Source: an optimization exercise on an open RTL-to-GDS flow (aim: small area). Production flows keep margins and buffers that such runs may drop.
In this exercise RTL edits were held to simulation tests only and were not proved equivalent to the original.
Power figures rest on the tool's default switching activity, not on a simulated workload.

## the baseline
Design bmc_core, start of the top module:
module bmc_core (
    input  wire        clk,
    input  wire        rst,
    input  wire        cmd_valid,
    input  wire [1:0]  cmd_op,
    input  wire [15:0] cfg_stride,
    input  wire [15:0] cfg_count,
    input  wire [32:0] cfg_paylen,
    output wire [13:0] status,
    output wire [32:0] payload_len,
    output wire [35:0] payload_bits,
    output wire [32:0] produced,
    output reg         rin_re,
    output wire [31:0] rin_addr,
    input  wire [7:0]  rin_rdata,
    output reg         pres_re,
    output reg         pres_we,
    output wire [15:0] pres_addr,
    output wire        pres_wdata,
    input  wire        pres_rdata,
    output reg         pay_re,
    output reg         pay_we,
    output wire [32:0] pay_addr,
    output wire [7:0]  pay_wdata,
    input  wire [7:0]  pay_rdata,
    output reg         rout_we,
    output wire [31:0] rout_addr,
    output wire [7:0]  rout_wdata
);
    localparam ST_IDLE = 2'd0, ST_BUSY = 2'd1, ST_DONE = 2'd2, ST_ERROR = 2'd3;
    localparam [4:0]
        P_IDLE   = 5'd0,
        P_ROW    = 5'd1,
        E_SCAN   = 5'd2,
        E_SCANG  = 5'd3,
        E_CHK    = 5'd4,
        E_CR     = 5'd5,
        E_CG     = 5'd6,
        E_T1     = 5'd7,
        E_T2     = 5'd8,
        E_ADV    = 5'd9,
        E_LR     = 5'd10,
        E_LG     = 5'd11,
        E_FL     = 5'd12,
        E_PL     = 5'd13,
        D_PRES   = 5'd16,
        D_ABS    = 5'd17,
        D_T1R    = 5'd18,
        D_T1G    = 5'd19,
        D_T2R    = 5'd20,
        D_T2G    = 5'd21,
        D_RUN    = 5'd22,
        D_RUNE   = 5'd23,
        D_LR     = 5'd24,
        D_LG     = 5'd25,
        D_CKR    = 5'd26,
        D_CKC    = 5'd27;
    reg [1:0]  state_q;
    reg [1:0]  last_op_q;
    reg [32:0] paylen_q;     
    reg [35:0] wn_q;
    reg [32:0] total_q;      
    wire err = (state_q == ST_ERROR);
    assign status       = {last_op_q, 2'b00, err, 1'b0, 3'b000, err, 2'b00, state_q};
    assign payload_len  = paylen_q;
    assign payload_bits = wn_q;
    assign produced     = total_q;
    reg [4:0]  ph;
    reg [15:0] s_q, n_q, r_q;
    reg [15:0] col_q;        
    reg [32:0] ridx_q;       
    reg [2:0]  rbit_q;       
    reg        wp_q;         
  ...
Settings: LEC_CHECK=0, CAP_MARGIN=20, CORE_AREA=2.3 2.72 178.71 178.2, DIE_AREA=0 0 181 181, PLACE_DENSITY=0.6, SLEW_MARGIN=20; clock period 10.0 ns.
standard.sh (not shown) runs the stock make flow with config.mk's settings and CLKGATE_MAP_FILE= SYNTH_SCRIPT=/design/flow/synth_recipe.tcl, a recipe that flattens the netlist after the stock synthesis.
==> flow/flow/run.sh <==
#!/bin/bash
set -euo pipefail
cd "$(dirname "$0")/.."
export FLOW_WORK_DIR="$PWD"
bash standard.sh SYNTH_SCRIPT="$PWD/flow/abc_synth.tcl" \
  BUFFER_PORTS_ARGS="-buffer_cell sky130_fd_sc_hd__buf_1" \
  CTS_ARGS="-sink_clustering_enable -repair_clock_nets -dont_use_dummy_load -sink_clustering_size 16 -sink_clustering_max_diameter 50 -buf_list sky130_fd_sc_hd__clkbuf_8" \
  finish > orfs_make.log 2>&1
==> flow/flow/abc_synth.tcl <==
proc abc {args} {
  set i [lsearch -exact $args -script]
  if {$i >= 0} {
    set args [lreplace $args $i [expr {$i + 1}] -script $::env(FLOW_WORK_DIR)/flow/area.abc]
  }
  yosys abc {*}$args
}
source $::env(FLOW_WORK_DIR)/synth_recipe.tcl
==> flow/flow/area.abc <==
strash
dc2
&get -n
&dch -f
&nf -R 2000 -C 32
&put
strash
dc2
&get -n
&dch -f
&nf -R 2000 -C 32
&put
strash
dc2
&get -n
&dch -f
&nf -R 2000 -C 32
&put
strash
dc2
&get -n
&dch -f
&nf -R 2000 -C 32
&put
strash
dc2
&get -n
&dch -f
&nf -R 2000 -C 32
&put
strash
dc2
&get -n
&dch -f
&nf -R 2000 -C 32
&put
Edits applied to the flow inputs when going from the baseline to the candidate:
# the baseline
export LEC_CHECK = 0
export CAP_MARGIN = 20
export CORE_AREA = 2.3 2.72 178.71 178.2
export DIE_AREA = 0 0 181 181
export PLACE_DENSITY = 0.6
export SLEW_MARGIN = 20
create_clock -name core_clock -period 10.0 [get_ports {clk}]
# the candidate
export LEC_CHECK = 0
export CAP_MARGIN = 20
export CORE_AREA = 2.3 2.72 151.57 151.2
export DIE_AREA = 0 0 154 154
export PLACE_DENSITY = 0.7
export SLEW_MARGIN = 20
create_clock -name core_clock -period 10.0 [get_ports {clk}]
--- a/flow/flow/run.sh
+++ b/flow/flow/run.sh
@@ -7 +7 @@
-  CTS_ARGS="-sink_clustering_enable -repair_clock_nets -dont_use_dummy_load -sink_clustering_size 16 -sink_clustering_max_diameter 50 -buf_list sky130_fd_sc_hd__clkbuf_8" \
+  CTS_ARGS="-sink_clustering_enable -repair_clock_nets -dont_use_dummy_load -sink_clustering_size 10 -sink_clustering_max_diameter 35 -buf_list sky130_fd_sc_hd__clkbuf_4" \
--- outcome ---
Clock-buffer cell count is lower on the baseline. Between the candidate and the baseline, it is the candidate whose HPWL after detailed placement is lower, by about 5.6%. Antenna diode count: the candidate vs the baseline up 2. Cell area in the candidate is 1.8% below the baseline. The candidate against the baseline: vias per cell rose by about 7%; total net switching power level; power share of the combinational group higher. Diff the baseline -> the candidate: share of cell area taken by flip-flops and latches now larger; number of placement rows now smaller.

The RTL this note starts from:
==> flow/design.v <==
module bmc_core (
    input  wire        clk,
    input  wire        rst,
    input  wire        cmd_valid,
    input  wire [1:0]  cmd_op,
    input  wire [15:0] cfg_stride,
    input  wire [15:0] cfg_count,
    input  wire [32:0] cfg_paylen,
    output wire [13:0] status,
    output wire [32:0] payload_len,
    output wire [35:0] payload_bits,
    output wire [32:0] produced,
    output reg         rin_re,
    output wire [31:0] rin_addr,
    input  wire [7:0]  rin_rdata,
    output reg         pres_re,
    output reg         pres_we,
    output wire [15:0] pres_addr,
    output wire        pres_wdata,
    input  wire        pres_rdata,
    output reg         pay_re,
    output reg         pay_we,
    output wire [32:0] pay_addr,
    output wire [7:0]  pay_wdata,
    input  wire [7:0]  pay_rdata,
    output reg         rout_we,
    output wire [31:0] rout_addr,
    output wire [7:0]  rout_wdata
);
    localparam ST_IDLE = 2'd0, ST_BUSY = 2'd1, ST_DONE = 2'd2, ST_ERROR = 2'd3;
    localparam [4:0]
        P_IDLE   = 5'd0,
        P_ROW    = 5'd1,
        E_SCAN   = 5'd2,
        E_SCANG  = 5'd3,
        E_CHK    = 5'd4,
        E_CR     = 5'd5,
        E_CG     = 5'd6,
        E_T1     = 5'd7,
        E_T2     = 5'd8,
        E_ADV    = 5'd9,
        E_LR     = 5'd10,
        E_LG     = 5'd11,
        E_FL     = 5'd12,
        E_PL     = 5'd13,
        D_PRES   = 5'd16,
        D_ABS    = 5'd17,
        D_T1R    = 5'd18,
        D_T1G    = 5'd19,
        D_T2R    = 5'd20,
        D_T2G    = 5'd21,
        D_RUN    = 5'd22,
        D_RUNE   = 5'd23,
        D_LR     = 5'd24,
        D_LG     = 5'd25,
        D_CKR    = 5'd26,
        D_CKC    = 5'd27;
    reg [1:0]  state_q;
    reg [1:0]  last_op_q;
    reg [32:0] paylen_q;     
    reg [35:0] wn_q;
    reg [32:0] total_q;      
    wire err = (state_q == ST_ERROR);
    assign status       = {last_op_q, 2'b00, err, 1'b0, 3'b000, err, 2'b00, state_q};
    assign payload_len  = paylen_q;
    assign payload_bits = wn_q;
    assign produced     = total_q;
    reg [4:0]  ph;
    reg [15:0] s_q, n_q, r_q;
    reg [15:0] col_q;        
    reg [32:0] ridx_q;       
    reg [2:0]  rbit_q;       
    reg        wp_q;         
    reg [6:0]  sr_q;         
    reg [2:0]  k_q;          
    reg        f0_q, f1_q;   
    wire enc = last_op_q[0];
    wire        cls     = (ph == E_CR);
    wire [15:0] colx    = {col_q[15:2], col_q[1] | (k_q[1] & cls),
                           col_q[0] | (k_q[0] & cls) | (ph == E_PL)};
    wire        col_eq  = (colx == s_q);
    wire        at_end  = (ridx_q == paylen_q);
    wire        ck_eq   = (ridx_q == total_q);
    wire        r_eq_n  = (r_q == n_q);
    wire        rbitv   = pay_rdata[3'd7 - rbit_q];
    wire        lbitv   = rin_rdata[3'd7 - k_q];
    wire [32:0] rin_sum = paylen_q + {17'd0, colx};
    reg         step;
    reg         ebit;
    always @(*) begin
        step = 1'b0;
        ebit = 1'b0;
        case (ph)
        E_T1:  begin step = 1'b1; ebit = ~(k_q[2] & f1_q); end
        E_T2:  begin step = 1'b1; ebit = ~(k_q[2] & f0_q); end
        E_LG:  begin step = 1'b1; ebit = lbitv; end
        E_FL:  step = 1'b1;
        D_T1G, D_T2G, D_LG: step = 1'b1;
        default: ;
        endcase
    end
    wire        ck_step = (ph == D_CKC) & ~col_eq;
    wire        rcin    = (step & (rbit_q == 3'd7)) | ck_step;
    wire [32:0] ridx_inc = ridx_q + {32'd0, rcin};
    wire        prod    = ((ph == D_ABS) & ~col_eq) | (ph == D_RUN) | (ph == D_RUNE) |
                          ((ph == D_LG) & (k_q == 3'd7));
    assign rin_addr   = rin_sum[31:0];
    assign pres_addr  = r_q;
    assign pres_wdata = (ph == E_SCANG);
    assign pay_addr   = ridx_q;
    assign pay_wdata  = {sr_q, ebit};
    assign rout_addr  = total_q[31:0];
    assign rout_wdata = {sr_q, (ph == D_LG) ? rbitv : sr_q[0]};
    always @(*) begin
        rin_re  = 1'b0;
        pres_re = 1'b0;
        pres_we = 1'b0;
        pay_re  = 1'b0;
        pay_we  = 1'b0;
        rout_we = prod & wp_q;
        case (ph)
        P_ROW:   pres_re = ~enc & ~r_eq_n;
        E_SCAN:  begin rin_re = ~col_eq; pres_we = col_eq; end
        E_SCANG: pres_we = (rin_rdata != 8'hFF);
        E_CR:    rin_re = ~col_eq & ~k_q[2];
        E_LR:    rin_re = ~col_eq;
        E_T1, E_T2, E_LG, E_FL: pay_we = (rbit_q == 3'd7);
        D_T1R:   pay_re = ~col_eq & ~at_end;
        D_T2R, D_LR: pay_re = ~at_end;
        default: ;
        endcase
    end
    wire accept = cmd_valid & (state_q != ST_BUSY) & (cmd_op[0] ^ cmd_op[1]);
    always @(posedge clk) begin
        if (rst) begin
            state_q   <= ST_IDLE;
            last_op_q <= 2'd0;
            paylen_q  <= 33'd0;
            wn_q      <= 36'd0;
            total_q   <= 33'd0;
            ph        <= P_IDLE;
        end else begin
            if (step) begin
                rbit_q <= rbit_q + 3'd1;
                ridx_q <= ridx_inc;
                sr_q   <= {sr_q[5:0], enc ? ebit : rbitv};
            end
            if (prod) begin
                total_q <= total_q + 33'd1;
                col_q   <= col_q + 16'd1;
            end
            case (ph)
            P_IDLE: begin
                if (accept) begin
                    state_q   <= ST_BUSY;
                    last_op_q <= cmd_op;
                    s_q       <= cfg_stride;
                    n_q       <= cfg_count;
                    r_q       <= 16'd0;
                    ridx_q    <= 33'd0;
                    rbit_q    <= 3'd0;
                    wp_q      <= 1'b0;
                    ph        <= P_ROW;
                    if (cmd_op[0]) begin
                        paylen_q <= 33'd0;
                    end else begin
                        paylen_q <= cfg_paylen;
                        total_q  <= 33'd0;
                    end
                end
            end
            P_ROW: begin
                col_q <= 16'd0;
                if (r_eq_n) begin
                    if (enc) begin
                        wn_q     <= {ridx_q, rbit_q};
                        paylen_q <= 33'd0;
                        ph       <= (rbit_q == 3'd0) ? E_PL : E_FL;
                    end else if (!wp_q) begin
                        r_q    <= 16'd0;
                        ridx_q <= 33'd0;
                        ph     <= D_CKR;
                    end else begin
                        state_q <= ST_DONE;
                        ph      <= P_IDLE;
                    end
                end else ph <= enc ? E_SCAN : D_PRES;
            end
            E_SCAN: begin
                if (col_eq) begin             
                    r_q      <= r_q + 16'd1;
                    paylen_q <= rin_sum;
                    ph       <= P_ROW;
                end else ph <= E_SCANG;
            end
            E_SCANG: begin
                if (rin_rdata != 8'hFF) begin
                    r_q   <= r_q + 16'd1;
                    col_q <= 16'd0;
                    ph    <= E_CHK;
                end else begin
                    col_q <= col_q + 16'd1;
                    ph    <= E_SCAN;
                end
            end
            E_CHK: begin
                k_q  <= 3'd0;
                f0_q <= 1'b1;
                f1_q <= 1'b1;
                if (col_eq) begin
                    paylen_q <= rin_sum;
                    ph       <= P_ROW;
                end else ph <= E_CR;
            end
            E_CR: ph <= (col_eq | k_q[2]) ? E_T1 : E_CG;
            E_CG: begin
                f0_q <= f0_q & (rin_rdata == 8'h00);
                f1_q <= f1_q & (rin_rdata == 8'hFF);
                k_q  <= k_q + 3'd1;
                ph   <= E_CR;
            end
            E_T1: ph <= (k_q[2] & f1_q) ? E_ADV : E_T2;
            E_T2: begin
                k_q <= 3'd0;
                ph  <= (k_q[2] & f0_q) ? E_ADV : E_LR;
            end
            E_ADV: begin
                col_q <= col_q + 16'd1;
                if (col_q[1:0] == 2'd3) ph <= E_CHK;
            end
            E_LR: ph <= col_eq ? E_CHK : E_LG;
            E_LG: begin
                k_q <= k_q + 3'd1;
                if (k_q == 3'd7) begin
                    col_q <= col_q + 16'd1;
                    ph    <= (col_q[1:0] == 2'd3) ? E_CHK : E_LR;
                end else ph <= E_LR;
            end
            E_FL: begin                      
                if (rbit_q == 3'd7) ph <= E_PL;
            end
            E_PL: begin                      
                if (at_end) begin
                    state_q <= ST_DONE;
                    ph      <= P_IDLE;
                end else paylen_q <= rin_sum;
            end
            D_PRES: begin
                r_q  <= r_q + 16'd1;
                sr_q <= 7'h7F;
                ph   <= pres_rdata ? D_T1R : D_ABS;
            end
            D_ABS: if (col_eq) ph <= P_ROW;
            D_T1R: ph <= (col_eq | at_end) ? P_ROW : D_T1G;
            D_T1G: begin
                sr_q <= 7'h7F;
                ph   <= rbitv ? D_T2R : D_RUN;
            end
            D_T2R: ph <= at_end ? P_ROW : D_T2G;
            D_T2G: begin
                sr_q <= 7'h00;
                k_q  <= 3'd0;
                ph   <= rbitv ? D_LR : D_RUN;
            end
            D_RUN: begin                     
                if (col_eq) ph <= (col_q[1:0] == 2'd3) ? P_ROW : D_RUNE;
                else if (col_q[1:0] == 2'd3) ph <= D_T1R;
            end
            D_RUNE: if (col_q[1:0] == 2'd3) ph <= P_ROW;    
            D_LR: begin
                if (col_eq) ph <= D_T1R;
                else if (at_end) ph <= P_ROW;
                else ph <= D_LG;
            end
            D_LG: begin
                k_q <= k_q + 3'd1;
                if (k_q == 3'd7 && col_q[1:0] == 2'd3) ph <= D_T1R;
                else ph <= D_LR;
            end
            D_CKR: begin
                col_q <= 16'd0;
                if (r_eq_n) begin
                    if (ck_eq) begin         
                        wp_q    <= 1'b1;
                        r_q     <= 16'd0;
                        ridx_q  <= 33'd0;
                        rbit_q  <= 3'd0;
                        total_q <= 33'd0;
                        ph      <= P_ROW;
                    end else begin
                        state_q <= ST_ERROR;
                        ph      <= P_IDLE;
                    end
                end else ph <= D_CKC;
            end
            D_CKC: begin
                if (col_eq) begin
                    r_q <= r_q + 16'd1;
                    ph  <= D_CKR;
                end else begin
                    col_q  <= col_q + 16'd1;
                    ridx_q <= ridx_inc;
                end
            end
            default: ph <= P_IDLE;
            endcase
        end
    end
endmodule
==> flow/config.mk <==
export PLATFORM = sky130hd
export DESIGN_NAME = bmc_core
export DESIGN_NICKNAME = bmc_core
export VERILOG_FILES = /design/flow/design.v
export SDC_FILE = /design/flow/constraint.sdc
export NUM_CORES = 4
export LEC_CHECK = 0
export CAP_MARGIN = 20
export CORE_AREA = 2.3 2.72 178.71 178.2
export DIE_AREA = 0 0 181 181
export PLACE_DENSITY = 0.6
export SLEW_MARGIN = 20
==> flow/constraint.sdc <==
create_clock -name core_clock -period 10.0 [get_ports {clk}]
set_input_delay 2.0000 -clock core_clock [delete_from_list [all_inputs] [get_ports {clk}]]
set_output_delay 2.0000 -clock core_clock [all_outputs]
set_load 0.01 [all_outputs]
==> flow/flow/run.sh <==
#!/bin/bash
set -euo pipefail
cd "$(dirname "$0")/.."
export FLOW_WORK_DIR="$PWD"
bash standard.sh SYNTH_SCRIPT="$PWD/flow/abc_synth.tcl" \
  BUFFER_PORTS_ARGS="-buffer_cell sky130_fd_sc_hd__buf_1" \
  CTS_ARGS="-sink_clustering_enable -repair_clock_nets -dont_use_dummy_load -sink_clustering_size 16 -sink_clustering_max_diameter 50 -buf_list sky130_fd_sc_hd__clkbuf_8" \
  finish > orfs_make.log 2>&1
Scripts as last shown in full above: flow/flow/abc_synth.tcl, flow/flow/area.abc
The first run ran to the end with no violations.
Rerun with:
==> flow/flow/area.abc (replaced) <==
strash
dc2
&get -n
&dch -f
&nf -R 1000
&put
Register-to-register slack gains 0.47 ns.
Routed wire length drops by 4.0%.
Design area climbs by 2.9%.
Maximum frequency climbs by 5.5%.
Cell count climbs by 3.6%.
Via count climbs by 1.3%.

afterwards: timing with drivers on the ports:
How much do the figures lean on ideal ports? The routed layouts below were timed once more, with nothing changed but the port constraints. Step 1: set_driving_cell puts a clkbuf_16 on clk and a buf_2 on each other input, an assumption about the parent block. Step 2 times the ports against the registers' clock, not the clock port: input delays grow and output delays shrink by t, the midpoint of the rising clock arrivals with the driver on. Three values: ideal ports, drivers, drivers and shift; two values: the first two.
run	shift t [ns]	slack for setup (ns)	slew at the worst register clock pin (ns)
the baseline	0.613	1.754 / 1.708 / 2.321	0.09 / 0.09
the candidate	0.662	1.773 / 1.730 / 2.392	0.11 / 0.11
the first run of note 2	0.556	0.708 / 0.659 / 1.215	0.09 / 0.09
the second run of note 2	0.553	1.190 / 1.143 / 1.696	0.09 / 0.09
After both steps setup and hold are still met in every run listed.
